Context: an optimization exercise on an open-source flow, tuned for small area, a short achievable clock period and few clock cycles. The choices shown serve that exercise and are no tape-out recipe.
The RTL was checked by simulation tests, not by an equivalence proof against the original design.

01-10:
==> flow/design.v <==
module nbc_stream_enc (
    input  wire        clk,
    input  wire        rst,
    input  wire        cmd_valid,
    output wire        cmd_ready,
    input  wire [31:0] cmd_count,
    input  wire [1:0]  cmd_mode,
    input  wire [63:0] cmd_acc,
    input  wire        in_valid,
    output wire        in_ready,
    input  wire [63:0] in_data,
    output wire        out_valid,
    input  wire        out_ready,
    output wire [63:0] out_data,
    output wire [3:0]  out_nbytes,
    output wire        out_last
);
    localparam MODE_DELTA = 2'd1;
    localparam MODE_XOR   = 2'd2;
    integer j, i;
    reg        active;       
    reg [31:0] rem;          
    reg [2:0]  gpos;         
    reg        i_v, i_c, i_x, i_e, i_l;
    reg [2:0]  i_pos;
    reg [63:0] i_d;
    reg [1:0]  mode;
    reg [63:0] acc;          
    reg        i_sub;        
    reg        i_xor;        
    reg        gopen;        
    reg [15:0] nz_acc;       
    reg [6:0]  m_acc;
    reg        pend_full;
    reg [15:0] pend_nz;      
    reg [7:0]  pend_m;
    reg        pend_last;    
    reg [63:0] sd [0:7];
    reg [7:0]  tv, tc, tf, tz;
    reg        noop;         
    reg [135:0] nbuf;        
    reg [5:0]   cnt;         
    reg         fin;         
    reg [3:0]   lnb;         
    reg [4:0]   blk_n;       
    reg [6:0]   bm;          
    reg         blk_last;    
    assign out_valid  = cnt[5] | cnt[4] | fin;
    assign out_last   = fin & (cnt == 6'd16);
    assign out_data   = nbuf[63:0];
    assign out_nbytes = lnb;
    wire xfer = out_valid & out_ready;
    wire v0 = tv[0];
    wire c0 = tc[0];
    wire f0 = tf[0];
    wire head_noop = noop;
    reg  lt16;               
    reg  ok2;                
    reg  blk_pre;            
    wire head_go = head_noop | lt16 | (out_ready & ok2);
    wire blocked = blk_pre & ~(v0 & f0);
    wire step    = head_go & (i_v | ~gopen);
    wire mv      = step & i_v & ~blocked;
    wire pk      = step & ~head_noop;
    reg  in_ra, in_rb, cmd_ra, cmd_rb;
    assign cmd_ready = cmd_ra | (cmd_rb & out_ready);
    assign in_ready  = in_ra | (in_rb & out_ready);
    wire cmd_fire = cmd_valid & cmd_ready;
    wire in_fire  = in_valid & in_ready;
    wire last_v   = (rem == 32'd1);
    wire [63:0] acc_m = acc & {64{i_sub | i_xor}};
    wire [63:0] dif   = i_d - acc;
    wire [63:0] t_val = i_sub ? dif : (i_d ^ acc_m);
    wire [63:0] bw    = dif ^ i_d ^ acc;
    reg [15:0] nzt;
    always @(*)
        for (i = 0; i < 16; i = i + 1)
            if (i_sub && i > 0 && bw[4*i])
                nzt[i] = (i_d[4*i +: 4] != acc[4*i +: 4] + 4'd1);
            else
                nzt[i] = (i_d[4*i +: 4] != acc_m[4*i +: 4]);
    wire zt = (i_d == acc_m);
    reg [15:0] tht;
    always @(*)
        for (i = 0; i < 16; i = i + 1)
            tht[i] = |(nzt >> i);
    wire [15:0] nz_new = (i_x ? 16'd0 : nz_acc) | tht;
    reg  [7:0]  m_full;
    always @(*)
        for (j = 0; j < 8; j = j + 1)
            m_full[j] = (j < i_pos) ? m_acc[j] : ((j == i_pos) ? zt : 1'b1);
    wire [15:0] th = pend_nz;
    wire [4:0]  pend_n;
    assign pend_n[4] = th[15];
    assign pend_n[3] = th[7] & ~th[15];
    assign pend_n[2] = (th[3] & ~th[7]) | (th[11] & ~th[15]);
    assign pend_n[1] = (th[1] & ~th[3]) | (th[5] & ~th[7]) | (th[9] & ~th[11]) | (th[13] & ~th[15]);
    assign pend_n[0] = (th[0] & ~th[1]) | (th[2] & ~th[3]) | (th[4] & ~th[5]) | (th[6] & ~th[7]) |
                       (th[8] & ~th[9]) | (th[10] & ~th[11]) | (th[12] & ~th[13]) | (th[14] & ~th[15]);
    wire [4:0] n_use = f0 ? pend_n : blk_n;
    wire       z0    = f0 ? pend_m[0] : bm[0];
    wire       more  = f0 ? ~&pend_m[7:1] : ~&bm[6:1];
    wire [5:0] len   = c0 ? 6'd8 : ({1'b0, f0, 2'b00} + {1'b0, (z0 ? 5'd0 : n_use)});
    wire [3:0] q     = cnt[3:0];
    wire [5:0] tot0  = {2'b00, q} + len;
    wire       pad   = ~c0 & ~more & tot0[0];
    wire [5:0] tot   = tot0 + {5'd0, pad};
    wire       fin_set = c0 ? tz[0] : ((f0 ? pend_last : blk_last) & ~more);
    wire [79:0]  app   = f0 ? {sd[0], pend_m, 3'b000, pend_n} : {16'd0, sd[0]};
    wire       bm_n0 = (v0 & ~c0) ? (f0 ? pend_m[1] : bm[1]) : bm[0];
    wire [135:0] app_s = {56'd0, app} << {q, 2'b00};
    wire [135:0] base  = xfer ? {64'd0, nbuf[135:64]} : nbuf;
    wire [5:0]   bcnt  = xfer ? cnt - 6'd16 : cnt;
    wire         bfin  = fin & ~(xfer & out_last);
    wire [5:0]   tot_r = (tot[3:0] == 4'd0) ? tot : {tot[5:4] + 2'd1, 4'd0};
    reg [5:0] cnt_n;
    reg       fin_n;
    always @(*) begin
        if (pk) begin
            cnt_n = fin_set ? tot_r : tot;
            fin_n = fin_set;
        end else begin
            cnt_n = bcnt;
            fin_n = bfin;
        end
    end
    wire take   = cmd_fire | in_fire;
    wire i_v_n  = take | (i_v & ~mv);
    wire i_c_n  = take ? cmd_fire : i_c;
    wire i_e_n  = take ? ((gpos == 3'd7) | last_v) : i_e;
    wire pf_n   = (mv & ~i_c & i_e) | (pend_full & ~(step & v0 & f0));
    wire act_n  = cmd_fire ? (cmd_count != 32'd0) : (active & ~(in_fire & last_v));
    wire v0_n   = step ? tv[1] : tv[0];
    wire f0_n   = step ? tf[1] : tf[0];
    wire noop_n = step ? (~tv[1] | (~tc[1] & ~tf[1] & bm_n0)) : noop;
    wire lt16_n = ~cnt_n[5] & ~cnt_n[4];
    wire ok2_n  = fin_n ? (cnt_n == 6'd16) : ~cnt_n[5];
    wire bpre_n = i_v_n & ~i_c_n & i_e_n & pf_n;
    wire blk_n_ = bpre_n & ~(v0_n & f0_n);
    wire ra_n   = ~i_v_n | (~blk_n_ & (noop_n | lt16_n));
    wire rb_n   = ~blk_n_ & ok2_n;
    always @(posedge clk) begin
        if (cmd_fire) begin
            rem  <= cmd_count;
            gpos <= 3'd0;
            mode <= cmd_mode;
        end else if (in_fire) begin
            rem  <= rem - 32'd1;
            gpos <= ((gpos == 3'd7) | last_v) ? 3'd0 : gpos + 3'd1;
        end
        if (cmd_fire | in_fire) begin
            i_d   <= cmd_fire ? {32'd0, cmd_count} : in_data;
            i_c   <= cmd_fire;
            i_x   <= cmd_fire ? (cmd_count == 32'd0) : (gpos == 3'd0);
            i_e   <= (gpos == 3'd7) | last_v;
            i_l   <= last_v;
            i_pos <= gpos;
            i_sub <= ~cmd_fire & (mode == MODE_DELTA);
            i_xor <= ~cmd_fire & (mode == MODE_XOR);
        end
        if (cmd_fire)
            acc <= cmd_acc;
        else if (mv & ~i_c)
            acc <= i_d;
        if (mv & ~i_c) begin
            if (i_e) begin
                pend_nz   <= nz_new;
                pend_m    <= m_full;
                pend_last <= i_l;
            end else begin
                nz_acc       <= nz_new;
                m_acc[i_pos] <= zt;
            end
        end
        if (step) begin
            for (j = 0; j < 7; j = j + 1)
                sd[j] <= sd[j+1];
            sd[7] <= t_val;
            tc <= {i_c, tc[7:1]};
            tf <= {~i_c & i_x, tf[7:1]};
            tz <= {i_c & i_x, tz[7:1]};
        end
        if (step & v0 & ~c0) begin
            if (f0) begin
                bm       <= pend_m[7:1];
                blk_n    <= pend_n;
                blk_last <= pend_last;
            end else begin
                bm <= {1'b1, bm[6:1]};
            end
        end
        if (pk & fin_set)
            lnb <= (tot[3:0] == 4'd0) ? 4'd8 : {1'b0, tot[3:1]};
        if (pk)
            nbuf <= (c0 ? 136'd0 : base) | app_s;
        else
            nbuf <= base;
        if (rst) begin
            active    <= 1'b0;
            i_v       <= 1'b0;
            gopen     <= 1'b0;
            pend_full <= 1'b0;
            tv        <= 8'd0;
            noop      <= 1'b1;
            in_ra     <= 1'b0;
            in_rb     <= 1'b0;
            cmd_ra    <= 1'b1;
            cmd_rb    <= 1'b0;
            cnt       <= 6'd0;
            fin       <= 1'b0;
            lt16      <= 1'b1;
            ok2       <= 1'b1;
            blk_pre   <= 1'b0;
        end else begin
            active <= act_n;
            in_ra  <= act_n & ra_n;
            in_rb  <= act_n & rb_n;
            cmd_ra <= ~act_n & ra_n;
            cmd_rb <= ~act_n & rb_n;
            i_v <= cmd_fire | in_fire | (i_v & ~mv);
            if (mv & ~i_c)
                gopen <= ~i_e;
            if (mv & ~i_c & i_e)
                pend_full <= 1'b1;
            else if (step & v0 & f0)
                pend_full <= 1'b0;
            if (step) begin
                tv   <= {mv, tv[7:1]};
                noop <= noop_n;
            end
            cnt     <= cnt_n;
            fin     <= fin_n;
            lt16    <= lt16_n;
            ok2     <= ok2_n;
            blk_pre <= bpre_n;
        end
    end
endmodule
make LEC_CHECK=0 ABC_CLOCK_PERIOD_IN_PS=3600 CAP_MARGIN=20 CORE_MARGIN=2 CORE_UTILIZATION=40 SETUP_SLACK_MARGIN=4.4 SLEW_MARGIN=20 finish   # period 8.0 ns
run.sh (not shown) runs the stock make flow with config.mk's settings and CLKGATE_MAP_FILE= SYNTH_SCRIPT=/design/flow/synth_recipe.tcl, a recipe that flattens the netlist after the stock synthesis.
Testbench counts of 01-10, summed over its fixed seeds: cycles 15,210.
diff inputs: 01-10 => 05-01
- a change of ABC_CLOCK_PERIOD_IN_PS from 3600 to 4000
- a change of SETUP_SLACK_MARGIN from 4.4 to 4.0
Notes after the runs:
Routed wire in 05-01 totals less than in 01-10. As of 05-01, final weighted congestion in routability-driven placement had risen slightly compared to 01-10. For 01-10, the launch point of the worst path was pend_nz[3], unlike 05-01, where it was pend_nz[2]. 05-01 ended up with met5 as its top layer used by detailed routing; 01-10 ended up with met4. Every stage of the flow completed for 05-01, and the final layout passed the timing, design-rule and antenna checks. Post-route met1 wirelength: 05-01 vs 01-10 down 2.0%. Compared with 01-10, 05-01 ends up with a smaller final cell area. The wire length of the first global-routing pass of 05-01 was superior to that of 01-10.

[afterwards: timing with drivers on the ports]
Ports are ideal in the flow. The routed layouts listed here were re-timed in OpenROAD. Step 1 assumes that a clkbuf_16 drives the clock port and a buf_2 every other input. Step 2 moves the port delays by t, midway between the first and last clock arrival at a register: inputs arrive t later, outputs are due t later. That takes back most of the time a late clock gives input paths. Slacks: no drivers / after step 1 / after step 2; pairs: no drivers / after step 1.
run	shift t [ns]	slack for setup (ns)	latest minus earliest clock arrival (ns)	slew at the worst register clock pin (ns)	pins driven straight from the clock port
01-10	0.734	3.679 / 3.679 / 3.679	0.048 / 0.049	0.07 / 0.07	1
05-01	0.738	3.661 / 3.661 / 3.525	0.036 / 0.036	0.07 / 0.07	1
After both steps setup and hold are still met in every run listed. The setup slack of 05-01, which loses most, moves by 0.000 ns with the drivers and by -0.136 ns with both steps.
